What follows belongs to an exercise in optimizing a design on an open flow for small area, a short achievable clock period and few clock cycles; a production flow would make more cautious choices.
Where RTL was checked, it was by simulation tests only, not by an equivalence proof against the original.
Only the layout flow was run in runs 1 to 3; the RTL was not checked for function there.
No activity file was given, so power comes from the tool's default toggle rates.

### flow/run.sh
#!/bin/bash
# synth_recipe.tcl (not shown) runs the flow's synth.tcl, then flattens the netlist and writes it again
# the make line also repeats each setting of config.mk as NAME=value (left out here)
make -C /OpenROAD-flow-scripts/flow DESIGN_CONFIG=/design/flow/config.mk WORK_HOME=/design/flow/orfs CLKGATE_MAP_FILE= SYNTH_SCRIPT=/design/flow/synth_recipe.tcl finish
### flow/config.mk
export PLATFORM = sky130hd
export DESIGN_NAME = e20_top
export DESIGN_NICKNAME = e20_top
export VERILOG_FILES = /design/flow/design.v
export SDC_FILE = /design/flow/constraint.sdc
export NUM_CORES = 4
export LEC_CHECK = 0
export ABC_CLOCK_PERIOD_IN_PS = 4000
export CAP_MARGIN = 20
export CORE_MARGIN = 2
export CORE_UTILIZATION = 55
export CTS_BUF_LIST = sky130_fd_sc_hd__clkbuf_8
export CTS_CLUSTER_SIZE = 30
export SETUP_SLACK_MARGIN = 3.8
export SLEW_MARGIN = 20
export TNS_END_PERCENT = 0
### flow/constraint.sdc
create_clock -name core_clock -period 8.0 [get_ports {clk}]
set_input_delay 1.6000 -clock core_clock [delete_from_list [all_inputs] [get_ports {clk}]]
set_output_delay 1.6000 -clock core_clock [all_outputs]
set_load 0.01 [all_outputs]
### flow/design.v
module e20_cache_level #(
    parameter BLK_BITS = 2,    
    parameter ROW_BITS = 3,    
    parameter WAYS     = 2
) (
    input  wire                 clk,
    input  wire                 rst,
    input  wire                 access,    
    input  wire [12:0]          addr,
    output wire [ROW_BITS-1:0]  row,
    output reg                  hit
);
    localparam TAG_BITS = 13 - BLK_BITS - ROW_BITS;
    localparam ROWS     = 1 << ROW_BITS;
    localparam LINES    = ROWS * WAYS;
    wire [TAG_BITS-1:0] tag = addr[12:BLK_BITS+ROW_BITS];
    assign row = addr[BLK_BITS+ROW_BITS-1:BLK_BITS];
    wire [LINES*TAG_BITS-1:0] tags_flat;
    wire [LINES-1:0]          valid_flat;
    wire [WAYS*TAG_BITS-1:0] row_tags  = tags_flat[row*WAYS*TAG_BITS +: WAYS*TAG_BITS];
    wire [WAYS-1:0]          row_valid = valid_flat[row*WAYS +: WAYS];
    integer i;
    reg [WAYS-1:0] shift;      
    always @(*) begin
        hit   = 1'b0;
        shift = {WAYS{1'b1}};  
        for (i = 0; i < WAYS; i = i + 1) begin
            if (row_valid[i] && row_tags[i*TAG_BITS +: TAG_BITS] == tag)
                hit = 1'b1;
        end
        if (hit) begin
            for (i = 0; i < WAYS; i = i + 1)
                shift[i] = 1'b0;
            for (i = 0; i < WAYS; i = i + 1) begin
                if (row_valid[i] && row_tags[i*TAG_BITS +: TAG_BITS] == tag)
                    shift = ~((1 << i) - 1);    
            end
        end
    end
    genvar r, p;
    generate
        for (r = 0; r < ROWS; r = r + 1) begin : g_row
            wire upd = access && (row == r);
            for (p = 0; p < WAYS; p = p + 1) begin : g_line
                reg [TAG_BITS-1:0] tag_q;
                reg                valid_q;
                wire [TAG_BITS-1:0] tag_in;
                wire                valid_in;
                if (p == WAYS - 1) begin : g_end
                    assign tag_in   = tag;
                    assign valid_in = 1'b1;
                end else begin : g_mid
                    assign tag_in   = tags_flat[(r*WAYS+p+1)*TAG_BITS +: TAG_BITS];
                    assign valid_in = valid_flat[r*WAYS+p+1];
                end
                always @(posedge clk) begin
                    if (rst) begin
                        valid_q <= 1'b0;
                    end else if (upd && shift[p]) begin
                        tag_q   <= tag_in;
                        valid_q <= valid_in;
                    end
                end
                assign tags_flat[(r*WAYS+p)*TAG_BITS +: TAG_BITS] = tag_q;
                assign valid_flat[r*WAYS+p] = valid_q;
            end
        end
    endgenerate
endmodule
module e20_top (
    input  wire        clk,
    input  wire        rst,
    output reg         mem_req,
    output reg         mem_we,
    output reg  [12:0] mem_addr,
    output wire [15:0] mem_wdata,
    input  wire [15:0] mem_rdata,
    input  wire        mem_ready,
    output wire        ev1_valid,
    output wire [1:0]  ev1_status,    
    output wire [15:0] ev1_pc,
    output wire [12:0] ev1_addr,
    output wire [2:0]  ev1_row,
    output wire        ev2_valid,
    output wire [1:0]  ev2_status,
    output wire [15:0] ev2_pc,
    output wire [12:0] ev2_addr,
    output wire [3:0]  ev2_row,
    output wire        halted,
    output wire [15:0] pc_out,
    input  wire [2:0]  dbg_sel,
    output wire [15:0] dbg_reg
);
    reg [15:0] pc;           
    reg [15:0] ir;
    reg        irv;          
    reg [15:0] va_q;         
    reg [15:0] vb_q;         
    reg        eq_q;         
    reg        d_tgt;        
    reg        d_jr;         
    reg        d_jeq;        
    reg        halt_q;
    reg [15:0] regs [1:7];
    reg        mact;
    reg        mst;          
    reg [12:0] maddr;
    reg [15:0] mwdata;
    reg [2:0]  mrd;
    reg        evv;
    reg        ev_st;
    reg        ev_h1;
    reg        ev_h2;
    wire [2:0]  opcode = ir[15:13];
    wire [2:0]  rB     = ir[9:7];
    wire [2:0]  rD     = ir[6:4];
    wire [3:0]  func   = ir[3:0];
    wire [15:0] imm    = {{9{ir[6]}}, ir[6:0]};
    wire [15:0] target = {3'b000, ir[12:0]};
    wire [15:0] va = va_q;
    wire [15:0] vb = vb_q;
    wire [15:0] pc1 = pc + 16'd1;
    wire [7:0]  btlo   = {1'b0, pc1[6:0]} + {1'b0, ir[6:0]};
    wire [8:0]  bt_inc = pc1[15:7] + 9'd1;
    wire [8:0]  bt_dec = pc1[15:7] - 9'd1;
    wire [15:0] btgt   = {(btlo[7] == ir[6]) ? pc1[15:7] : (btlo[7] ? bt_inc : bt_dec), btlo[6:0]};
    wire op_rrr  = (opcode == 3'd0);
    wire op_alu  = op_rrr && (func[3:2] == 2'b00 || func == 4'd4);
    wire op_jr   = op_rrr && (func == 4'd8);
    wire op_bad  = op_rrr && !op_alu && !op_jr;
    wire op_mem  = (opcode == 3'd4) || (opcode == 3'd5);
    wire do_halt = (opcode == 3'd2) && (target == pc);
    wire exec    = irv && !mact && !halt_q;
    wire advance = exec && !op_bad && !do_halt;
    wire fetch   = !mact && !halt_q && (!irv || advance);
    wire        use_imm = !op_rrr;
    wire        inv     = op_rrr ? (func[2:0] == 3'd1 || func[2:0] == 3'd4) : (opcode == 3'd7);
    wire [15:0] bx      = (use_imm ? imm : vb) ^ {16{inv}};
    wire [15:0] sum;
    wire        cout;
    e20_add16 u_add (.a(va), .b(bx), .cin(inv), .sum(sum), .cout(cout));
    wire        lt = !cout;      
    reg        wr_en;
    reg [2:0]  wr_idx;
    reg [15:0] wr_val;
    reg [15:0] next_pc;
    always @(*) begin
        wr_en   = 1'b0;
        wr_idx  = rB;
        wr_val  = sum;
        next_pc = pc1;
        case (opcode)
            3'd0: begin
                wr_en  = op_alu;
                wr_idx = rD;
                case (func[2:0])
                    3'd2: wr_val = va | vb;
                    3'd3: wr_val = va & vb;
                    3'd4: wr_val = {15'd0, lt};
                    default: wr_val = sum;
                endcase
                if (op_jr) next_pc = va;
            end
            3'd1: wr_en = 1'b1;
            3'd2: next_pc = target;
            3'd3: begin wr_en = 1'b1; wr_idx = 3'd7; wr_val = pc1; next_pc = target; end
            3'd6: if (eq_q) next_pc = btgt;
            3'd7: begin wr_en = 1'b1; wr_val = {15'd0, lt}; end
            default: ;
        endcase
    end
    wire wr_e = advance && wr_en && wr_idx != 3'd0;    
    wire       look = mact && mem_ready;
    wire       wr_m = look && !mst && mrd != 3'd0;     
    wire [2:0]  fa = mem_rdata[12:10];
    wire [2:0]  fb = mem_rdata[9:7];
    wire [15:0] ra = (fa == 3'd0) ? 16'd0 : (wr_e && wr_idx == fa) ? wr_val : regs[fa];
    wire [15:0] rb = (fb == 3'd0) ? 16'd0 : (wr_e && wr_idx == fb) ? wr_val : regs[fb];
    reg [15:0] va_d, vb_d;
    always @(*) begin
        va_d = va_q;
        vb_d = vb_q;
        if (fetch) begin
            va_d = ra;
            vb_d = rb;
        end else if (wr_m) begin
            if (ir[12:10] == mrd) va_d = mem_rdata;
            if (ir[9:7] == mrd)   vb_d = mem_rdata;
        end
    end
    wire       l1_hit, l2_hit;
    wire [2:0] l1_row;
    wire [3:0] l2_row;
    e20_cache_level #(.BLK_BITS(2), .ROW_BITS(3), .WAYS(2)) u_l1 (
        .clk(clk), .rst(rst), .access(look), .addr(maddr),
        .row(l1_row), .hit(l1_hit)
    );
    e20_cache_level #(.BLK_BITS(3), .ROW_BITS(4), .WAYS(4)) u_l2 (
        .clk(clk), .rst(rst), .access(look && (mst || !l1_hit)), .addr(maddr),
        .row(l2_row), .hit(l2_hit)
    );
    wire [15:0] ev_pc = pc - 16'd1;
    assign ev1_valid  = evv;
    assign ev1_status = ev_st ? 2'd2 : {1'b0, !ev_h1};
    assign ev1_pc     = ev_pc;
    assign ev1_addr   = maddr;
    assign ev1_row    = maddr[4:2];
    assign ev2_valid  = evv && (ev_st || !ev_h1);
    assign ev2_status = ev_st ? 2'd2 : {1'b0, !ev_h2};
    assign ev2_pc     = ev_pc;
    assign ev2_addr   = maddr;
    assign ev2_row    = maddr[6:3];
    assign halted  = halt_q;
    assign pc_out  = pc;
    assign dbg_reg = (dbg_sel == 3'd0) ? 16'd0 : regs[dbg_sel];
    assign mem_wdata = mwdata;
    always @(*) begin
        mem_req  = !halt_q;
        mem_we   = mact && mst;
        if (mact)
            mem_addr = maddr;
        else if (!irv)
            mem_addr = pc[12:0];
        else if (d_tgt)
            mem_addr = ir[12:0];
        else if (d_jr)
            mem_addr = va_q[12:0];
        else if (d_jeq && eq_q)
            mem_addr = btgt[12:0];
        else
            mem_addr = pc1[12:0];
    end
    integer k;
    always @(posedge clk) begin
        va_q <= va_d;
        vb_q <= vb_d;
        eq_q <= (va_d == vb_d);
        if (rst) begin
            pc     <= 16'd0;
            irv    <= 1'b0;
            halt_q <= 1'b0;
            mact   <= 1'b0;
            evv    <= 1'b0;
            for (k = 1; k < 8; k = k + 1)
                regs[k] <= 16'd0;
        end else begin
            evv <= look;
            if (look) begin
                ev_st <= mst;
                ev_h1 <= l1_hit;
                ev_h2 <= l2_hit;
                mact  <= 1'b0;
                if (wr_m)
                    regs[mrd] <= mem_rdata;
                if (mst && maddr == pc[12:0])
                    irv <= 1'b0;
            end
            if (exec && do_halt)
                halt_q <= 1'b1;
            if (advance) begin
                pc <= next_pc;
                if (wr_e)
                    regs[wr_idx] <= wr_val;
                if (op_mem) begin
                    mact   <= 1'b1;
                    mst    <= opcode[0];
                    maddr  <= sum[12:0];
                    mwdata <= vb;
                    mrd    <= rB;
                end
            end
            if (fetch) begin
                ir    <= mem_rdata;
                irv   <= mem_ready;
                d_tgt <= mem_rdata[15:14] == 2'b01;
                d_jr  <= mem_rdata[15:13] == 3'd0 && mem_rdata[3:0] == 4'd8;
                d_jeq <= mem_rdata[15:13] == 3'd6;
            end
        end
    end
endmodule
module e20_add16 (
    input  wire [15:0] a,
    input  wire [15:0] b,
    input  wire        cin,
    output wire [15:0] sum,
    output wire        cout
);
    wire [15:0] p = a ^ b;
    wire [15:0] g0 = (a & b) | {15'd0, p[0] & cin};
    wire [15:0] pp0 = p;
    wire [15:0] g1, g2, g3, g4, pp1, pp2, pp3;
    genvar i;
    generate
        for (i = 0; i < 16; i = i + 1) begin : g_l1
            if (i >= 1) begin : g_c
                assign g1[i]  = g0[i] | (pp0[i] & g0[i-1]);
                assign pp1[i] = pp0[i] & pp0[i-1];
            end else begin : g_p
                assign g1[i]  = g0[i];
                assign pp1[i] = pp0[i];
            end
        end
        for (i = 0; i < 16; i = i + 1) begin : g_l2
            if (i >= 2) begin : g_c
                assign g2[i]  = g1[i] | (pp1[i] & g1[i-2]);
                assign pp2[i] = pp1[i] & pp1[i-2];
            end else begin : g_p
                assign g2[i]  = g1[i];
                assign pp2[i] = pp1[i];
            end
        end
        for (i = 0; i < 16; i = i + 1) begin : g_l3
            if (i >= 4) begin : g_c
                assign g3[i]  = g2[i] | (pp2[i] & g2[i-4]);
                assign pp3[i] = pp2[i] & pp2[i-4];
            end else begin : g_p
                assign g3[i]  = g2[i];
                assign pp3[i] = pp2[i];
            end
        end
        for (i = 0; i < 16; i = i + 1) begin : g_l4
            if (i >= 8) begin : g_c
                assign g4[i] = g3[i] | (pp3[i] & g3[i-8]);
            end else begin : g_p
                assign g4[i] = g3[i];
            end
        end
    endgenerate
    assign sum  = p ^ {g4[14:0], cin};
    assign cout = g4[15];
endmodule
==> results of run 1 <==
[kinds of logic (layout without fill, tap and decap cells)]
family | Yosys count | in the layout | share of synthesized area, %
DFF | 828 | 828 | 57.48
muxes | 427 | 427 | 18.30
buffers and inverters | 312 | 573 | 3.560
and+or+nand+nor | 809 | 809 | 8.893
other | 1 | 17 | 0.009159
AOI/OAI and AO/OA | 426 | 426 | 7.246
xor gates and xnor gates | 146 | 146 | 3.123
adders and majority gates | 46 | 46 | 1.387
[flip-flops by register name, indices dropped and copies added, names as in the netlist, 13 cells and up]
signal	count
pc	16
va_q	16
u_l1.g_row.g_line.valid_q	16
maddr	13
regs	128
mwdata	16
u_l2.g_row.g_line.valid_q	64
vb_q	16
ir	16
u_l2.g_row.g_line.tag_q	384
u_l1.g_row.g_line.tag_q	128
[critical path: stages, from the launching register on]
cell        delay [ps]
dfxtp_4            390
clkinvlp_4         120
ha_4               260
ha_4               230
a21o_1             170
a21oi_2            190
o21bai_2           110
a2111o_1           410
and2_4             180
inv_6               70
ha_4               180
a21boi_1           130
o21a_1             210
o21a_1             210
o31ai_2            250
and3_1             210
a211o_1            150
a31oi_4            110
o31ai_2            240
buf_2              180
[cell usage in the layout, fill, tap and decap left out, types with 19 or more instances in the layout]
cell / instances
nand2_1: 180
nand3_1: 33
nand4_1: 35
a211oi_1: 19
or3_1: 20
clkdlybuf4s50_1: 147
nor2_1: 382
clkinv_1: 34
o21ai_0: 67
xor2_1: 38
inv_1: 116
clkbuf_8: 139
mux2_2: 43
mux2i_1: 131
ha_1: 26
a221oi_1: 23
a21oi_1: 114
dfxtp_1: 127
nand2b_1: 21
buf_4: 94
nor3_1: 42
edfxtp_1: 695
mux4_2: 253
xnor2_1: 103
[stage by stage]
stage,worst slack [ps],utilization [%],total power [mW],instances
after CTS,1534,62.13,9.748,4238
final,1583,62.22,9.718,4241
after detailed placement,1569,58.44,6.254,3976
after global placement,1645,58.44,6.243,3975
after floorplan,2658,-,5.742,3010
after global routing,1418,62.22,10.04,4241
[timing repair]
item	4_1_cts	5_1_grt
endpoints found under the setup margin	788	794
buffers inserted	13	1
resized for setup	28	5
pin swaps	12	2
gates cloned	0	0
[worst max path at each step]
stage / endpoint / slack, ps / startpoint / cells after the start
floorplan: mem_addr[12] / 2660 / pc[0] / 19
global placement: mem_addr[12] / 1640 / pc[2] / 18
detailed placement: mem_addr[12] / 1570 / pc[2] / 18
CTS: mem_addr[12] / 1530 / pc[0] / 19
global route: mem_addr[12] / 1420 / pc[0] / 19
finish: mem_addr[12] / 1580 / pc[0] / 19
[layout make-up]
type                    count  area (sq um)
well taps                 969          1212
repair buffers            254          2317
multi-input cells        1870         16190
inverters                  70         271.5
diodes                      1         2.502
clock inverters           110         633.1
fillers                  5652         27990
clock buffers             139          1913
flip-flops and latches    828         23550
[power by group]
group / switching [mW] / internal, mW
clock: 1.77 / 1.72
sequential: 0.138 / 4.72
combinational: 0.799 / 0.569
[metal layers]
metal  track usage, %  up-vias
li1                 -    11870
met1            45.77    13950
met2            50.26     1549
met3            5.383      295
met4            12.79        2
met5                0        -
==> impl_metrics.yaml, run 1 <==
placement:
  placed_cell_area_sq_um: 43290
  routabilityCongestion: 0.9780
  dp_hpwl_mm: 86.92
  port_buffers: 156
power:
  pwr_density_cell_nw_per_um2: 210.9
  p_leak_nw: 16.25
  ir_drop_mv: 0.1472
yosys:
  yosys-top-cells-count: "edfxtp_1, nor2_1, mux4_2, nand2_1, dfxtp_1"
  ys_warn_count: 3
  synth-edff-count: 695
  synth.distinct_cells: 85
  synthesis.area_sq_um: 40940
  syn_avg_cell_area_sq_um: 13.67
  synth_area_leaders: "edfxtp_1, mux4_2, dfxtp_1"
  seq_area_frac_synth_pct: 57.48
  ys_ff_latch: 828
  ys.flop_type: "edfxtp_1"
  synth_top_cell_area_share_pct: 50.97
  synth_async_sr_flop_share_pct: 0
  synth_most_common_cell: "edfxtp_1"
  yosysTopAreaCell: "edfxtp_1"
  syn-instance-count: 2995
min_path:
  worstHoldEndpoint: "u_l1.g_row[3].g_line[0].tag_q[3]"
  min_path_cells: 0
  hold_class: "reg -> reg"
  hold_start: "u_l1.g_row[3].g_line[1].tag_q[3]"
worst_setup_path:
  critPathArrivalTime_ps: 4820
  worst-path-max-fanout: 5
  endpoint_kind: "output port"
  timing.reg2reg.worst_path_depth: 16
  path_class: "reg -> out"
  rr_endpoint: "regs[4][14]"
  rr_startpoint: "ir[15]"
  r2r_slack_ps: 2050
  critPathRequiredTime_ps: 6400
  critPathLaunchType: "flip-flop"
final_layout:
  area_growth_pct: 12.56
  finalInstanceArea_sq_um: 46080
  drive_gt1_share_pct: 19.41
  fin_nets: 3219
floorplanning:
  io_pins: 157
  die_y_microns: 276.8
  die_w_microns: 276.8
  start_util_pct: 55.27
  fp-row-count: 100
  die_area_sq_um: 76640
  design.core.area_sq_um: 74070
clock_tree:
  cts_tree: "built"
  cts.sinks: 828
  clock_path_buffers: 3
  path_clk_slew_ps: 60
  holdBufCountCts: 0
  htree_levels: 4
  worstSkewPairLatency_ps: 820
  root_buffer: "clkbuf_8"
  numCtsBuffers: 139
drt:
  viasPerCell: 6.523
  wl_met3_mm: 9.676
  wl_per_cell_microns: 29.13
  highest_layer: "met5"
  route.detailed.drc: 0
  dr_wl_met2_mm: 57.41
  via_count: 27670
  ant_nets: 0
  drtPass1Iterations: 9
  met1_length_mm: 51.55
  routed_wl_mm: 123.5
  drt_iter0_markers: 3271
timing:
  whs_ps: 428.6
  worstMarginPinSlew_ps: 1109
  max-slew-margin-rel_pct: 26.09
  fmax_ghz: 0.1558
  finalHoldViolCount: 0
  finalCritPeriodShare_pct: 80.21
  slew_violations: 0
  setup_violations: 0
  fin_crit_ps: 6417
  fin_skew_ps: 50.91
  fin_setup_tns_ps: 0
  grt_setup_unrepaired: "true"
grt:
  grt_use_total_pct: 32.27
  grt_pass1_wl_mm: 182.5
  grt_antenna_before_repair: 4
  grt_pass1_vias: 27430
  grt_max_degree: 136
  grt-ovfl-total: 0
outcome:
  status: "timing/DRC/antenna clean"
run:
  cap_viol_max_count: 0
==> run 2: changes to the inputs <==
--- a/flow/config.mk
+++ b/flow/config.mk
@@ -12,5 +12,4 @@
 export CTS_BUF_LIST = sky130_fd_sc_hd__clkbuf_8
 export CTS_CLUSTER_SIZE = 30
-export SETUP_SLACK_MARGIN = 3.8
+export SETUP_SLACK_MARGIN = 3.5
 export SLEW_MARGIN = 20
-export TNS_END_PERCENT = 0
==> run 2 against run 1 <==
Compared with the run above:
- hold slack got worse by 16 ps
- final cell count grew 2.0%
- combinational power is 18% higher
- count of clock-buffer cells in the layout rose by 4
- cell area grew 4.1%
- fmax increased by 1.9%
- register-to-register slack improved by 1500 ps
- first-iteration DRC count is 3.5% higher
- sequential cell count unchanged
- clock skew fell by 9.6 ps
- critical path type unchanged
- critical endpoint is now mem_addr[11]
==> impl_metrics.yaml, run 2 <==
worst_setup_path:
  r2r_slack_ps: 3560
  critPathLaunchType: "flip-flop"
  crit_path_frequent_cell: "ha_4"
  worst-path-max-fanout: 4
  timing.reg2reg.worst_path_depth: 20
  rr_endpoint: "eq_q"
  rr_startpoint: "ir[14]"
  cp_slowest_stage_delay_ps: 400
  endpoint_kind: "output port"
  cp_slowest_cell: "dfxtp_4"
  crit_chain: "clkinvlp_4 -> ha_4 -> ha_4 -> a21o_1 -> a21oi_2 -> o21bai_2 -> a2111o_1 -> and2_4 -> buf_4 -> fa_2 -> nor2b_2 -> o21ai_2 -> a21boi_2 -> nor2_2 -> mux2_2 -> mux2i_1 -> a31oi_1 -> dlygate4sd2_1"
  critPathArrivalTime_ps: 4700
  critPathRequiredTime_ps: 6400
  path_class: "reg -> out"
drt:
  wl_per_cell_microns: 29.32
  via_count: 28250
  drt_iter0_markers: 3387
  routed_wl_mm: 126.8
  viasPerCell: 6.532
  drtPass1Iterations: 6
  ant_nets: 0
  route.detailed.drc: 0
min_path:
  hold_start: "u_l1.g_row[5].g_line[1].tag_q[3]"
  worstHoldEndpoint: "u_l1.g_row[5].g_line[0].tag_q[3]"
  hold_class: "reg -> reg"
  min_path_cells: 0
yosys:
  synth_top_cell_area_share_pct: 50.97
  synth.distinct_cells: 85
  synth_async_sr_flop_share_pct: 0
  ys_ff_latch: 828
  syn-instance-count: 2995
  yosys-top-cells-count: "edfxtp_1, nor2_1, mux4_2, nand2_1, dfxtp_1"
  yosysTopAreaCell: "edfxtp_1"
  syn_avg_cell_area_sq_um: 13.67
  ys_warn_count: 3
  synth_most_common_cell: "edfxtp_1"
  seq_area_frac_synth_pct: 57.48
  ys.flop_type: "edfxtp_1"
  synthesis.area_sq_um: 40940
  synth-edff-count: 695
  synth_area_leaders: "edfxtp_1, mux4_2, dfxtp_1"
final_layout:
  top_regs: "u_l2.g_row.g_line.tag_q (384), regs (128), u_l1.g_row.g_line.tag_q (128)"
  n_fill_cell: 5489
  largest_reg_flops: 384
  area_growth_pct: 17.14
  final_cell_mix: "edfxtp_1, nor2_1, mux4_2"
  drive_gt1_share_pct: 27.65
  fin_nets: 3301
  largest-register: "u_l2.g_row.g_line.tag_q"
  fin_util_pct: 64.75
  final_common_cell: "edfxtp_1"
clock_tree:
  path_clk_slew_ps: 60
  root_buffer: "clkbuf_8"
  htree_levels: 4
  cts.sinks: 828
  clock_path_buffers: 3
  worstSkewPairLatency_ps: 810
  cts_tree: "built"
  numCtsBuffers: 139
grt:
  grt_pass1_wl_mm: 185.2
  met3_usage_pct: 5.366
  grt_busiest_layer: "met2"
  grt_antenna_before_repair: 1
  met1_usage_pct: 45.98
  grt_pass1_vias: 27950
  grt-ovfl-total: 0
  grt_use_total_pct: 32.85
  grt_util_met2_pct: 51.28
  grt_max_degree: 80
power:
  pwr_density_cell_nw_per_um2: 209.9
  p_leak_nw: 17.10
  ir_drop_mv: 0.1293
  p_total_mw: 10.07
floorplanning:
  io_pins: 157
  die_y_microns: 276.8
  die_area_sq_um: 76640
  design.core.area_sq_um: 74070
  fp-row-count: 100
  die_w_microns: 276.8
  start_util_pct: 55.27
placement:
  port_buffers: 156
  routabilityCongestion: 0.9640
  dp_hpwl_mm: 86.98
timing:
  worstMarginPinSlew_ps: 1126
  max-slew-margin-rel_pct: 24.28
  fmax_ghz: 0.1588
  finalCritPeriodShare_pct: 78.73
  setup_violations: 0
  slew_violations: 0
  fin_crit_ps: 6298
  fin_skew_ps: 41.29
  finalHoldViolCount: 0
  fin_setup_tns_ps: 0
  grt_setup_unrepaired: "true"
outcome:
  status: "timing/DRC/antenna clean"
run:
  cap_viol_max_count: 0
run 2: cell count changes in the layout (fill, tap and decap cells not counted), sizes merged, moves of 4 or more:
cell / change
buf: +95
clkbuf: +7
clkdlybuf4s15: +6
clkdlybuf4s50: -35
clkinv: -8
dlygate4sd2: +11
inv: +4
run 2: logic make-up (layout without fill, tap and decap cells):
group                    Yosys count  count (layout)  synth area share (%)
AND/OR/NAND/NOR                  809             809                 8.893
AO/OA/AOI/OAI                    426             426                 7.246
XOR/XNOR                         146             146                 3.123
adder cells (fa/ha/maj)           46              46                 1.387
other                              1              19              0.009159
multiplexers                     427             427                 18.30
flip-flops                       828             828                 57.48
buffers and inverters            312             655                 3.560
run 2: power breakdown:
group          internal [mW]  switching [mW]
clock network           1.83            1.78
logic                  0.697           0.914
registers               4.72           0.131
run 2: what timing repair did:
action | 4_1_cts | 5_1_grt
pin swaps | 41 | 42
setup endpoints to repair | 722 | 594
gates resized for setup | 257 | 150
setup buffers | 57 | 32
cloned | 4 | 1
hold buffers | 0 | 0
run 2: layout make-up:
cell class	instances	area, sq um	share of cell area (%)
flip-flops and latches	828	23560	49.12
multi-input cells	1870	17140	35.74
repair buffers	336	3133	6.532
clock buffers	143	1968	4.104
well taps	969	1212	2.528
clock inverters	106	664.4	1.385
inverters	70	275.3	0.5739
diodes	3	7.507	0.01565
run 2: metal layers:
layer  part of all wire (%)  routed length [microns]  up-vias
met5                      0                        0        -
met3                    8.4                    10700      325
met1                     41                    51440    14290
met4                    4.5                     5650        0
li1                       -                        -    12040
met2                     47                    59020     1597
run 2: worst max-delay path, delay by kind of cell (launching register included):
| family | cells | cell delay [ps] |
|---|---|---|
| simple gates | 3 | 420 |
| mux | 2 | 440 |
| compound gates | 7 | 1210 |
| buf+inv | 3 | 580 |
| flops | 1 | 400 |
| fa+ha+maj | 3 | 860 |
run 2: through the flow:
step	setup slack, ps	cell area (sq um)	instances	hold WS [ps]
6_report	1702	47960	4325	413.0
5_1_grt	1559	47960	4325	430.6
4_1_cts	1578	47130	4289	411.8
3_5_place_dp	1617	43350	3979	430.8
3_3_place_gp	1696	43350	3979	423.0
2_1_floorplan	2661	41140	3010	420.7
run 2: how the worst max path moves through the flow:
stage	start	to	cells after the start
floorplan	pc[0]	mem_addr[12]	19
global placement	pc[2]	mem_addr[12]	18
detailed placement	pc[2]	mem_addr[12]	18
CTS	pc[0]	mem_addr[12]	19
global route	pc[0]	mem_addr[12]	19
finish	pc[0]	mem_addr[11]	18
==> run 3: changes to the inputs <==
--- a/flow/design.v
+++ b/flow/design.v
@@ -98,7 +98,4 @@
     reg [15:0] vb_q;         
     reg        eq_q;         
-    reg        d_tgt;        
-    reg        d_jr;         
-    reg        d_jeq;        
     reg        halt_q;
     reg [15:0] regs [1:7];
@@ -218,16 +215,5 @@
         mem_req  = !halt_q;
         mem_we   = mact && mst;
-        if (mact)
-            mem_addr = maddr;
-        else if (!irv)
-            mem_addr = pc[12:0];
-        else if (d_tgt)
-            mem_addr = ir[12:0];
-        else if (d_jr)
-            mem_addr = va_q[12:0];
-        else if (d_jeq && eq_q)
-            mem_addr = btgt[12:0];
-        else
-            mem_addr = pc1[12:0];
+        mem_addr = mact ? maddr : (irv ? next_pc[12:0] : pc[12:0]);
     end
     integer k;
@@ -271,9 +257,6 @@
             end
             if (fetch) begin
-                ir    <= mem_rdata;
-                irv   <= mem_ready;
-                d_tgt <= mem_rdata[15:14] == 2'b01;
-                d_jr  <= mem_rdata[15:13] == 3'd0 && mem_rdata[3:0] == 4'd8;
-                d_jeq <= mem_rdata[15:13] == 3'd6;
+                ir  <= mem_rdata;
+                irv <= mem_ready;
             end
         end
--- a/flow/config.mk
+++ b/flow/config.mk
@@ -12,4 +12,5 @@
 export CTS_BUF_LIST = sky130_fd_sc_hd__clkbuf_8
 export CTS_CLUSTER_SIZE = 30
-export SETUP_SLACK_MARGIN = 3.5
+export SETUP_SLACK_MARGIN = 3.8
 export SLEW_MARGIN = 20
+export TNS_END_PERCENT = 0
==> run 3 against run 2 <==
Compared with the run above:
- clock power about the same
- routed wire length down 6.6%
- sequential cell count down 3
- register-to-register slack worse by 1400 ps
- critical endpoint unchanged
- largest cell class unchanged
==> impl_metrics.yaml, run 3 <==
worst_setup_path:
  path_class: "reg -> out"
  cp_slowest_cell: "a2111o_1"
  critPathLaunchType: "flip-flop"
  crit_chain: "inv_8 -> ha_4 -> ha_4 -> a21o_1 -> a21oi_2 -> o21bai_1 -> a2111o_1 -> nand2_4 -> ha_1 -> a21o_1 -> a21oi_2 -> xnor2_1 -> o221ai_2 -> mux2i_1 -> o21ai_1 -> clkdlybuf4s15_2"
  critPathRequiredTime_ps: 6400
  critical_path_buf_inv_count: 2
  critPathArrivalTime_ps: 4440
  worst-path-max-fanout: 7
  cp-startpoint: "pc[0]"
  cp_slowest_stage_delay_ps: 490
  crit_family: "compound AO/OA/AOI/OAI gates"
  endpoint_kind: "output port"
  rr_startpoint: "maddr[3]"
yosys:
  synthesis.area_sq_um: 40050
  ys_ff_latch: 825
  synth_async_sr_flop_share_pct: 0
  synth_compound_area_share_pct: 6.623
  synthAdderAreaFrac_pct: 1.393
  synth_area_leaders: "edfxtp_1, mux4_2, dfxtp_1"
  yosys.area_share.simple_pct: 8.004
  synthXorXnorAreaFrac_pct: 3.236
  synth-edff-count: 692
  yosys-top-cells-count: "edfxtp_1, nor2_1, mux4_2, mux2i_1, dfxtp_1"
  synth.area.mux_share_pct: 18.60
  ys_warn_count: 3
  synth.distinct_cells: 91
  ys.flop_type: "edfxtp_1"
  syn-instance-count: 2869
  syn_avg_cell_area_sq_um: 13.96
  seq_area_frac_synth_pct: 58.53
  synth_most_common_cell: "edfxtp_1"
  synth_top_family_by_area: "multiplexers"
  yosysTopAreaCell: "edfxtp_1"
  synth_top_cell_area_share_pct: 51.88
drt:
  route.detailed.drc: 0
  drt_iter0_markers: 2849
  wl_per_cell_microns: 28.87
  via_count: 26120
  viasPerCell: 6.365
  drtPass1Iterations: 8
  ant_nets: 0
  routed_wl_mm: 118.4
clock_tree:
  path_clk_slew_ps: 60
  root_buffer: "clkbuf_8"
  htree_levels: 4
  clock_path_buffers: 3
  cts_tree: "built"
  numCtsBuffers: 138
  cts.sinks: 825
  worstSkewPairLatency_ps: 830
  holdBufCountCts: 0
timing:
  setup_violations: 0
  fmax_ghz: 0.1657
  fin_setup_tns_ps: 0
  finalHoldViolCount: 0
  grt_setup_unrepaired: "true"
  finalCritPeriodShare_pct: 75.45
  worstMarginPinSlew_ps: 1126
  fin_crit_ps: 6036
  max-slew-margin-rel_pct: 24.96
  slew_violations: 0
  setup_ws_ps: 1964
  fin_skew_ps: 54.01
final_layout:
  stdcell_count: 4103
  top_regs: "u_l2.g_row.g_line.tag_q (384), regs (128), u_l1.g_row.g_line.tag_q (128)"
  area_growth_pct: 13.52
  largest-register: "u_l2.g_row.g_line.tag_q"
  fin_nets: 3097
  final_common_cell: "edfxtp_1"
  drive_gt1_share_pct: 20.37
  final_cell_mix: "edfxtp_1, nor2_1, mux4_2"
  finalInstanceArea_sq_um: 45470
  largest_reg_flops: 384
placement:
  placed_cell_area_sq_um: 42300
  dp_hpwl_mm: 82.74
  place_inst: 3816
  port_buffers: 156
  pre_cts_ws_ps: 1845
  routabilityCongestion: 0.9813
power:
  pwr_density_cell_nw_per_um2: 214.4
  p_total_mw: 9.747
  p_leak_nw: 16.04
  ir_drop_mv: 0.1443
floorplanning:
  fp-row-count: 98
  io_pins: 157
  die_area_sq_um: 74990
  die_y_microns: 273.9
  design.core.area_sq_um: 71730
  die_w_microns: 273.9
  start_util_pct: 55.83
grt:
  grt_use_total_pct: 32.04
  grt_antenna_before_repair: 3
  grt_pass1_vias: 26100
  grt-ovfl-total: 0
  grt_max_degree: 137
  grt_pass1_wl_mm: 174.4
min_path:
  hold_start: "u_l1.g_row[6].g_line[1].tag_q[2]"
  hold_class: "reg -> reg"
run:
  cap_viol_max_count: 0
outcome:
  status: "timing/DRC/antenna clean"
==> run 3: layer usage <==
metal | vias up | global-route usage, % | part of all wire (%)
met2 | 1276 | 51.52 | 48
li1 | 11330 | - | -
met3 | 257 | 5.710 | 7.4
met4 | 0 | 12.23 | 3.7
met5 | - | 0 | 0
met1 | 13260 | 43.90 | 41
==> run 3: layout make-up <==
| class | count | area (sq um) |
|---|---|---|
| Tap cell | 950 | 1189 |
| Antenna cell | 1 | 2.502 |
| Inverter | 96 | 370.4 |
| Timing Repair Buffer | 240 | 2211 |
| Sequential cell | 825 | 23470 |
| Multi-Input combinational cell | 1740 | 15570 |
| Clock inverter | 104 | 635.6 |
| Fill cell | 5340 | 26260 |
| Clock buffer | 147 | 2023 |
==> run 3: worst paths after layout <==
check / end / slack, ps / cells past startpoint
worst max-delay path: mem_addr[11] / 1960 / 16
worst min-delay path: u_l1.g_row[6].g_line[0].tag_q[2] / 420 / 0
worst max register to register: u_l2.g_row[14].g_line[0].tag_q[0] / 2160 / 11
worst min register to register: u_l1.g_row[6].g_line[0].tag_q[2] / 420 / 0
==> run 3: where the power goes <==
part	total (mW)	internal, mW	switching (mW)
sequential	4.84	4.70	0.138
combinational	1.31	0.562	0.752
clock	3.60	1.83	1.76
total	9.75	7.09	2.65
==> run 3: kinds of logic after synthesis <==
logic type / Yosys count
muxes: 420
adders and majority gates: 45
xor gates and xnor gates: 148
AOI/OAI and AO/OA: 398
buffers and inverters: 319
and+or+nand+nor: 713
DFF: 825
other: 1
==> run 3: through the flow <==
stage	util, %	hold slack [ps]
floorplan	-	420.7
global placement	58.96	424.6
detailed placement	58.97	427.9
CTS	63.19	422.4
global route	63.39	437.1
finish	63.39	419.1
==> run 3: repair_timing <==
action,in CTS,in global routing
endpoints found under the hold margin,0,0
pin swaps,16,14
setup buffers,25,9
endpoints found under the setup margin,791,786
gates resized for setup,45,6
==> run 4: changes to the inputs <==
--- a/flow/design.v
+++ b/flow/design.v
@@ -98,4 +98,12 @@
     reg [15:0] vb_q;         
     reg        eq_q;         
+    reg        d_tgt;        
+    reg        d_jr;         
+    reg        d_jeq;        
+    reg        d_imm;        
+    reg        d_inv;        
+    reg        d_wr;         
+    reg [2:0]  d_widx;
+    reg [2:0]  d_res;        
     reg        halt_q;
     reg [15:0] regs [1:7];
@@ -117,9 +125,10 @@
     wire [15:0] va = va_q;
     wire [15:0] vb = vb_q;
-    wire [15:0] pc1 = pc + 16'd1;
-    wire [7:0]  btlo   = {1'b0, pc1[6:0]} + {1'b0, ir[6:0]};
-    wire [8:0]  bt_inc = pc1[15:7] + 9'd1;
-    wire [8:0]  bt_dec = pc1[15:7] - 9'd1;
-    wire [15:0] btgt   = {(btlo[7] == ir[6]) ? pc1[15:7] : (btlo[7] ? bt_inc : bt_dec), btlo[6:0]};
+    wire [15:0] pc1;
+    wire [15:0] pcm1;
+    e20_incdec u_pcid (.x(pc), .inc(pc1), .dec(pcm1));
+    wire [15:0] btgt;
+    wire        btgt_co;
+    e20_add16 u_bt (.a(pc), .b(imm), .cin(1'b1), .sum(btgt), .cout(btgt_co));
     wire op_rrr  = (opcode == 3'd0);
     wire op_alu  = op_rrr && (func[3:2] == 2'b00 || func == 4'd4);
@@ -131,6 +140,6 @@
     wire advance = exec && !op_bad && !do_halt;
     wire fetch   = !mact && !halt_q && (!irv || advance);
-    wire        use_imm = !op_rrr;
-    wire        inv     = op_rrr ? (func[2:0] == 3'd1 || func[2:0] == 3'd4) : (opcode == 3'd7);
+    wire        use_imm = d_imm;
+    wire        inv     = d_inv;
     wire [15:0] bx      = (use_imm ? imm : vb) ^ {16{inv}};
     wire [15:0] sum;
@@ -167,11 +176,51 @@
         endcase
     end
-    wire wr_e = advance && wr_en && wr_idx != 3'd0;    
+    wire        wr_e = advance && d_wr;                  
+    reg  [15:0] res;
+    always @(*) begin
+        case (d_res)
+            3'd1:    res = va | vb;
+            3'd2:    res = va & vb;
+            3'd3:    res = {15'd0, lt};
+            3'd4:    res = pc1;
+            default: res = sum;
+        endcase
+    end
+    wire [2:0] n_op = mem_rdata[15:13];
+    wire [3:0] n_fn = mem_rdata[3:0];
+    wire       n_rrr = (n_op == 3'd0);
+    wire       n_alu = n_rrr && (n_fn[3:2] == 2'b00 || n_fn == 4'd4);
+    reg        n_wr;
+    reg [2:0]  n_widx;
+    reg [2:0]  n_res;
+    always @(*) begin
+        n_wr   = 1'b0;
+        n_widx = mem_rdata[9:7];
+        n_res  = 3'd0;
+        case (n_op)
+            3'd0: begin
+                n_wr   = n_alu;
+                n_widx = mem_rdata[6:4];
+                case (n_fn[2:0])
+                    3'd2: n_res = 3'd1;
+                    3'd3: n_res = 3'd2;
+                    3'd4: n_res = 3'd3;
+                    default: n_res = 3'd0;
+                endcase
+            end
+            3'd1: n_wr = 1'b1;
+            3'd3: begin n_wr = 1'b1; n_widx = 3'd7; n_res = 3'd4; end
+            3'd7: begin n_wr = 1'b1; n_res = 3'd3; end
+            default: ;
+        endcase
+        if (n_widx == 3'd0)
+            n_wr = 1'b0;
+    end
     wire       look = mact && mem_ready;
     wire       wr_m = look && !mst && mrd != 3'd0;     
     wire [2:0]  fa = mem_rdata[12:10];
     wire [2:0]  fb = mem_rdata[9:7];
-    wire [15:0] ra = (fa == 3'd0) ? 16'd0 : (wr_e && wr_idx == fa) ? wr_val : regs[fa];
-    wire [15:0] rb = (fb == 3'd0) ? 16'd0 : (wr_e && wr_idx == fb) ? wr_val : regs[fb];
+    wire [15:0] ra = (fa == 3'd0) ? 16'd0 : (wr_e && d_widx == fa) ? res : regs[fa];
+    wire [15:0] rb = (fb == 3'd0) ? 16'd0 : (wr_e && d_widx == fb) ? res : regs[fb];
     reg [15:0] va_d, vb_d;
     always @(*) begin
@@ -197,5 +246,5 @@
         .row(l2_row), .hit(l2_hit)
     );
-    wire [15:0] ev_pc = pc - 16'd1;
+    wire [15:0] ev_pc = pcm1;
     assign ev1_valid  = evv;
     assign ev1_status = ev_st ? 2'd2 : {1'b0, !ev_h1};
@@ -215,5 +264,16 @@
         mem_req  = !halt_q;
         mem_we   = mact && mst;
-        mem_addr = mact ? maddr : (irv ? next_pc[12:0] : pc[12:0]);
+        if (mact)
+            mem_addr = maddr;
+        else if (!irv)
+            mem_addr = pc[12:0];
+        else if (d_tgt)
+            mem_addr = ir[12:0];
+        else if (d_jr)
+            mem_addr = va_q[12:0];
+        else if (d_jeq && eq_q)
+            mem_addr = btgt[12:0];
+        else
+            mem_addr = pc1[12:0];
     end
     integer k;
@@ -247,5 +307,5 @@
                 pc <= next_pc;
                 if (wr_e)
-                    regs[wr_idx] <= wr_val;
+                    regs[d_widx] <= res;
                 if (op_mem) begin
                     mact   <= 1'b1;
@@ -257,6 +317,14 @@
             end
             if (fetch) begin
-                ir  <= mem_rdata;
-                irv <= mem_ready;
+                ir    <= mem_rdata;
+                irv   <= mem_ready;
+                d_tgt <= mem_rdata[15:14] == 2'b01;
+                d_jr  <= mem_rdata[15:13] == 3'd0 && mem_rdata[3:0] == 4'd8;
+                d_jeq <= mem_rdata[15:13] == 3'd6;
+                d_imm  <= !n_rrr;
+                d_inv  <= n_rrr ? (n_fn[2:0] == 3'd1 || n_fn[2:0] == 3'd4) : (n_op == 3'd7);
+                d_wr   <= n_wr;
+                d_widx <= n_widx;
+                d_res  <= n_res;
             end
         end
@@ -314,2 +382,20 @@
     assign cout = g4[15];
 endmodule
+module e20_incdec (
+    input  wire [15:0] x,
+    output wire [15:0] inc,
+    output wire [15:0] dec
+);
+    genvar i;
+    generate
+        for (i = 0; i < 16; i = i + 1) begin : g_bit
+            if (i == 0) begin : g_0
+                assign inc[i] = ~x[0];
+                assign dec[i] = ~x[0];
+            end else begin : g_i
+                assign inc[i] = x[i] ^ (&x[i-1:0]);
+                assign dec[i] = x[i] ^ ~(|x[i-1:0]);
+            end
+        end
+    endgenerate
+endmodule
==> run 4 against run 3 <==
Compared with the run above:
- still clean
- highest routed layer unchanged
- largest power group unchanged
- cell area grew 0.90%
- fmax grew 12%
- critical path type is now in -> out
- clock power shrank 2%
==> impl_metrics.yaml, run 4 <==
power:
  power.switching_mw: 2.602
  p_comb_share_pct: 12.3
  pwr_density_cell_nw_per_um2: 209.6
  switching_share_pct: 27.06
  p_int_mw: 7.013
  seqPwrFrac_pct: 50.8
  pwr-share-clk_pct: 36.9
  ir_drop_mv: 0.1314
  p_leak_nw: 16.30
final_layout:
  final_cell_mix: "edfxtp_1, nor2_1, mux4_2"
  area_growth_pct: 11.86
  stdcell_count: 4194
  largest_reg_flops: 384
  largest-register: "u_l2.g_row.g_line.tag_q"
  drive_gt1_share_pct: 19.95
  top_regs: "u_l2.g_row.g_line.tag_q (384), regs (128), u_l1.g_row.g_line.tag_q (128)"
  final_common_cell: "edfxtp_1"
  finalInstanceArea_sq_um: 45880
  fin_nets: 3173
grt:
  grt_antenna_before_repair: 2
  grt-ovfl-total: 0
  grt_pass1_wl_mm: 176.4
  grt_max_degree: 83
  grt_use_total_pct: 31.29
  grt_pass1_vias: 26890
drt:
  wl_per_cell_microns: 28.54
  drtPass1Iterations: 7
  routed_wl_mm: 119.7
  via_count: 26730
  drt_iter0_markers: 2973
  viasPerCell: 6.374
  ant_nets: 0
  route.detailed.drc: 0
worst_setup_path:
  endpoint_kind: "output port"
  critPathLaunchType: "input pin"
  critPathRequiredTime_ps: 6400
  path_class: "in -> out"
  worst-path-max-fanout: 13
  critPathArrivalTime_ps: 3800
outcome:
  status: "timing/DRC/antenna clean"
floorplanning:
  die_w_microns: 277.1
  die_y_microns: 277.1
  fp-row-count: 100
  design.core.area_sq_um: 74070
  io_pins: 157
  start_util_pct: 55.37
  die_area_sq_um: 76770
yosys:
  ys.flop_type: "edfxtp_1"
  yosysTopAreaCell: "edfxtp_1"
  seq_area_frac_synth_pct: 58.04
  syn_avg_cell_area_sq_um: 13.73
  synth-edff-count: 704
  ys_warn_count: 3
  synth_top_cell_area_share_pct: 51.55
  syn-instance-count: 2986
  synth_most_common_cell: "edfxtp_1"
  yosys-top-cells-count: "edfxtp_1, nor2_1, mux4_2, nand2_1"
  synth_area_leaders: "edfxtp_1, mux4_2, dfxtp_1"
  synthesis.area_sq_um: 41010
  synth_async_sr_flop_share_pct: 0
  ys_ff_latch: 837
  synth.distinct_cells: 87
clock_tree:
  htree_levels: 4
  worstSkewPairLatency_ps: 810
  path_clk_slew_ps: 60
  cts_tree: "built"
  root_buffer: "clkbuf_8"
  cts.sinks: 837
  clock_path_buffers: 3
  holdBufCountCts: 0
  numCtsBuffers: 143
timing:
  whs_ps: 422.3
  slew_violations: 0
  fin_crit_ps: 5401
  max-slew-margin-rel_pct: 21.98
  fin_setup_tns_ps: 0
  finalCritPeriodShare_pct: 67.52
  fmax_ghz: 0.1851
  finalHoldViolCount: 0
  grt_setup_unrepaired: "true"
  setup_violations: 0
  setup_ws_ps: 2599
  worstMarginPinSlew_ps: 1158
  fin_skew_ps: 57.43
run:
  cap_viol_max_count: 0
placement:
  port_buffers: 156
  dp_hpwl_mm: 82.67
  pre_cts_ws_ps: 1926
  placed_cell_area_sq_um: 42920
  routabilityCongestion: 0.9310
  place_inst: 3915
min_path:
  hold_class: "reg -> reg"
[run 4: changes by cell type after synthesis, moves of 11 or more]
cell | previous run | this run
buf_6 | 1 | 13
o22ai_1 | 5 | 18
nand2_1 | 110 | 150
nor2b_1 | 12 | 28
maj3_1 | 11 | 0
edfxtp_1 | 692 | 704
nand2b_1 | 14 | 33
nand4_1 | 21 | 9
a211oi_1 | 16 | 31
or2_2 | 22 | 10
[run 4: through the flow]
step	utilization (%)	power [mW]
finish	61.94	9.615
global route	61.93	9.959
CTS	61.72	9.644
detailed placement	57.94	6.112
global placement	57.95	6.104
floorplan	-	5.691
[run 4: final timing paths]
path,slack (ps),end,depth (start not counted),from
worst max-delay path,2600,dbg_reg[0],6,dbg_sel[1]
worst min-delay path,420,u_l2.g_row[11].g_line[1].tag_q[4],0,u_l2.g_row[11].g_line[2].tag_q[4]
worst min register to register,420,u_l2.g_row[11].g_line[1].tag_q[4],0,u_l2.g_row[11].g_line[2].tag_q[4]
worst max register to register,2960,u_l2.g_row[6].g_line[1].tag_q[3],9,maddr[4]
[run 4: layout make-up]
type                            count  area, sq um
Inverter                           94        352.8
Fill cell                        5753        28190
Clock inverter                    111        580.6
Sequential cell                   837        23810
Multi-Input combinational cell   1819        15900
Tap cell                          969         1212
Timing Repair Buffer              215         1988
Clock buffer                      147         2023
Antenna cell                        2        5.005
[run 4: power groups by stage]
stage	Combinational (mW)	Sequential (mW)	Clock, mW
after global placement	1.13	4.97	0
after floorplan	0.788	4.90	0
after detailed placement	1.14	4.97	0
after global routing	1.26	4.89	3.81
final	1.18	4.89	3.54
after CTS	1.16	4.88	3.60
[run 4: cell families (layout without fill, tap and decap cells)]
kind of cell,after synthesis,count (layout),synth area share (%)
AOI/OAI and AO/OA,424,424,6.843
xor gates and xnor gates,145,145,3.097
muxes,415,415,18.02
DFF,837,837,58.04
buffers and inverters,330,567,3.810
other,0,2,0
and+or+nand+nor,794,794,8.899
adders and majority gates,41,41,1.287
[run 4: timing repair]
action,CTS,global route
resized for setup,57,31
pin swaps,23,15
endpoints found under the setup margin,748,785
buffers inserted,12,6
endpoints found under the hold margin,0,0
[run 4: worst max-delay path, stage by stage]
cell	delay, ps
clkdlybuf4s18_2	450
nor2b_2	380
buf_4	310
a221oi_1	130
a21oi_1	300
clkdlybuf4s50_1	600
[run 4: routing by layer]
metal | global-route usage (%) | wire length [microns] | vias to the layer above | share of wire [%]
met5 | 0 | 0 | - | 0
met3 | 5.298 | 9038 | 244 | 7.6
met4 | 12.67 | 4821 | 0 | 4.0
met2 | 49.65 | 56590 | 1316 | 47
li1 | - | - | 11640 | -
met1 | 43.39 | 49240 | 13540 | 41
Testbench counts of run 4, summed over its fixed seeds: cycles 41,552.
==> run 5: changes to the inputs <==
--- a/flow/config.mk
+++ b/flow/config.mk
@@ -14,3 +14,3 @@
 export SETUP_SLACK_MARGIN = 3.8
 export SLEW_MARGIN = 20
-export TNS_END_PERCENT = 0
+export TNS_END_PERCENT = 5
==> run 5 against run 4 <==
Compared with the run above:
- still clean on timing, DRC and antenna
- worst setup slack gained 60 ps
- register-to-register slack gained 40 ps
- critical path depth grew 7
- non-clock buffer count grew 28
- synthesized area is the same
- largest power group unchanged
- cell area grew 1.3%
- core utilization grew 0.80 points
- clock power is essentially flat
- routed wire length grew 1.1%
- hold slack gained 0.72 ps
- final cell count grew 0.72%
==> impl_metrics.yaml, run 5 <==
clock_tree:
  clock_path_buffers: 3
  path_clk_slew_ps: 60
  root_buffer: "clkbuf_8"
  cts.sinks: 837
  numCtsBuffers: 143
  worstSkewPairLatency_ps: 820
  htree_levels: 4
  cts_tree: "built"
final_layout:
  finalInstanceArea_sq_um: 46470
  fin_nets: 3201
  n_fill_cell: 5676
  top_regs: "u_l2.g_row.g_line.tag_q (384), regs (128), u_l1.g_row.g_line.tag_q (128)"
  final_cell_mix: "edfxtp_1, nor2_1, mux4_2"
  regArea_sq_um: 23820
  stdcell_count: 4224
  drive_gt1_share_pct: 22.55
  area_growth_pct: 13.31
  fin_util_pct: 62.74
  largest_reg_flops: 384
  largest-register: "u_l2.g_row.g_line.tag_q"
  multi_input_area_sq_um: 16140
  final_common_cell: "edfxtp_1"
outcome:
  status: "timing/DRC/antenna clean"
yosys:
  synth_top_cell_area_share_pct: 51.55
  synthesis.area_sq_um: 41010
  yosys-top-cells-count: "edfxtp_1, nor2_1, mux4_2, nand2_1"
  synth.distinct_cells: 87
  synth-edff-count: 704
  ys_warn_count: 3
  synth_most_common_cell: "edfxtp_1"
  ys.flop_type: "edfxtp_1"
  syn-instance-count: 2986
  syn_avg_cell_area_sq_um: 13.73
  ys_ff_latch: 837
  seq_area_frac_synth_pct: 58.04
  synth_area_leaders: "edfxtp_1, mux4_2, dfxtp_1"
  yosysTopAreaCell: "edfxtp_1"
  synth_async_sr_flop_share_pct: 0
floorplanning:
  die_area_sq_um: 76770
  fp-row-count: 100
  design.core.area_sq_um: 74070
  io_pins: 157
  die_w_microns: 277.1
  start_util_pct: 55.37
  die_y_microns: 277.1
power:
  pwr_density_cell_nw_per_um2: 207.8
  p_total_mw: 9.657
  p_comb_share_pct: 12.7
  seqPwrFrac_pct: 50.6
  pwr-share-clk_pct: 36.7
  p_leak_nw: 16.68
  power.switching_mw: 2.618
  switching_share_pct: 27.11
  p_int_mw: 7.039
  ir_drop_mv: 0.1278
timing:
  finalCritPeriodShare_pct: 66.76
  grt_setup_unrepaired: "true"
  slew_violations: 0
  finalHoldViolCount: 0
  max-slew-margin-rel_pct: 23.52
  whs_ps: 423.0
  fin_setup_tns_ps: 0
  fin_skew_ps: 58.57
  fin_crit_ps: 5341
  fmax_ghz: 0.1872
  setup_ws_ps: 2659
  worstMarginPinSlew_ps: 1133
  setup_violations: 0
grt:
  grt_max_degree: 83
  grt-ovfl-total: 0
  grt_antenna_before_repair: 2
  grt_pass1_wl_mm: 178.9
  grt_use_total_pct: 31.77
  grt_pass1_vias: 27160
placement:
  placed_cell_area_sq_um: 42920
  port_buffers: 156
  pre_cts_ws_ps: 1926
  place_inst: 3915
  routabilityCongestion: 0.9310
  dp_hpwl_mm: 82.67
worst_setup_path:
  r2r_slack_ps: 3000
  timing.reg2reg.worst_path_depth: 15
  critPathRequiredTime_ps: 6400
  endpoint_kind: "output port"
  path_class: "reg -> out"
  worst-path-max-fanout: 3
  rr_startpoint: "ir[6]"
  rr_endpoint: "eq_q"
  critPathLaunchType: "flip-flop"
  critPathArrivalTime_ps: 3740
drt:
  drtPass1Iterations: 8
  ant_nets: 0
  route.detailed.drc: 0
  wl_per_cell_microns: 28.65
  via_count: 27000
  routed_wl_mm: 121.0
  drt_iter0_markers: 2993
  viasPerCell: 6.393
min_path:
  hold_class: "reg -> reg"
  hold_start: "u_l2.g_row[6].g_line[3].tag_q[0]"
  min_path_cells: 0
  worstHoldEndpoint: "u_l2.g_row[6].g_line[2].tag_q[0]"
run:
  cap_viol_max_count: 0
==> run 5: cell counts after synthesis <==
Identical to the previous run, type by type.
==> run 5: layout make-up <==
class,count,area share [%]
antenna,4,0.02154
clock buffer,147,4.354
clock inverter,111,1.249
inverter,94,0.7754
multi-input combinational,1819,34.73
sequential,837,51.25
tap,969,2.609
timing repair buffer,243,5.011
==> run 5: logic make-up (layout without fill, tap and decap cells) <==
logic type / after synthesis / after routing / share of synthesized area (%)
AOI/OAI and AO/OA: 424 / 424 / 6.843
muxes: 415 / 415 / 18.02
buffers and inverters: 330 / 595 / 3.810
adders and majority gates: 41 / 41 / 1.287
other: 0 / 4 / 0
DFF: 837 / 837 / 58.04
and+or+nand+nor: 794 / 794 / 8.899
xor gates and xnor gates: 145 / 145 / 3.097
==> run 5: repair_timing <==
item,in CTS,in global routing
endpoints found under the setup margin,748,763
hold buffers,0,0
gates cloned,4,0
gates resized for setup,253,28
buffers inserted,41,1
pin swaps,50,5
==> run 5: power by group through the flow <==
stage          registers [mW]  logic (mW)  clock network, mW
3_5_place_dp             4.97        1.14                  0
4_1_cts                  4.88        1.21               3.60
3_3_place_gp             4.97        1.13                  0
2_1_floorplan            4.90       0.788                  0
5_1_grt                  4.89        1.31               3.81
6_report                 4.89        1.23               3.54
==> run 5: worst max path at each step <==
stage,cells past startpoint,start,endpoint
2_1_floorplan,15,pc[0],mem_addr[12]
3_3_place_gp,6,dbg_sel[1],dbg_reg[0]
3_5_place_dp,6,dbg_sel[1],dbg_reg[0]
4_1_cts,15,ir[0],mem_addr[10]
5_1_grt,15,ir[0],mem_addr[10]
6_report,13,ir[1],mem_addr[9]
==> run 5: worst max-delay path, cell delays in order, from the launching register on <==
cell and delay, ps:
edfxtp_1 430, ha_1 330, nor2b_1 150, o21ai_1 100, a21boi_2 220, o21ai_2 110
a211oi_2 360, nor3_1 100, xor2_1 260, o21ai_1 130, a22oi_2 240, a211oi_2 120
a21o_1 160, clkdlybuf4s15_2 220
==> run 5: routing by layer <==
metal  GRT usage, %  vias up  part of all wire [%]
met2          50.46     1271                    47
met5              0        -                 0.011
met1          44.25    13750                    41
met3          5.205      274                   7.1
li1               -    11710                     -
met4          12.54        2                   4.1

[re-timing with driven ports]
No port has a modelled driver above. Below, the same layouts with a new extraction and two added sets of constraints. Step 1 assumes that a clkbuf_16 drives the clock port and a buf_2 every other input. Step 2 adds t to the input delays and takes it off the output delays; t is the mean of the earliest and latest rising clock arrival at the registers after step 1. Input paths then give back, and output paths get back, about the clock's delay inside the block. a / b / c = ideal / step 1 / step 2; a / b = the first two.
run | t, ns | setup WS [ns] | worst setup path at the end
run 1 | 0.855 | 1.583 / 1.519 / 1.871 | input to output
run 2 | 0.858 | 1.702 / 1.635 / 2.493 | register to output
run 3 | 0.867 | 1.964 / 1.894 / 2.150 | input to output
run 4 | 0.849 | 2.599 / 2.569 / 2.391 | input to register
run 5 | 0.849 | 2.659 / 2.598 / 2.374 | input to register
After both steps setup and hold are still met in every run listed. For run 5, which loses most, drivers alone change the setup slack by -0.061 ns; drivers and shift together by -0.285 ns.
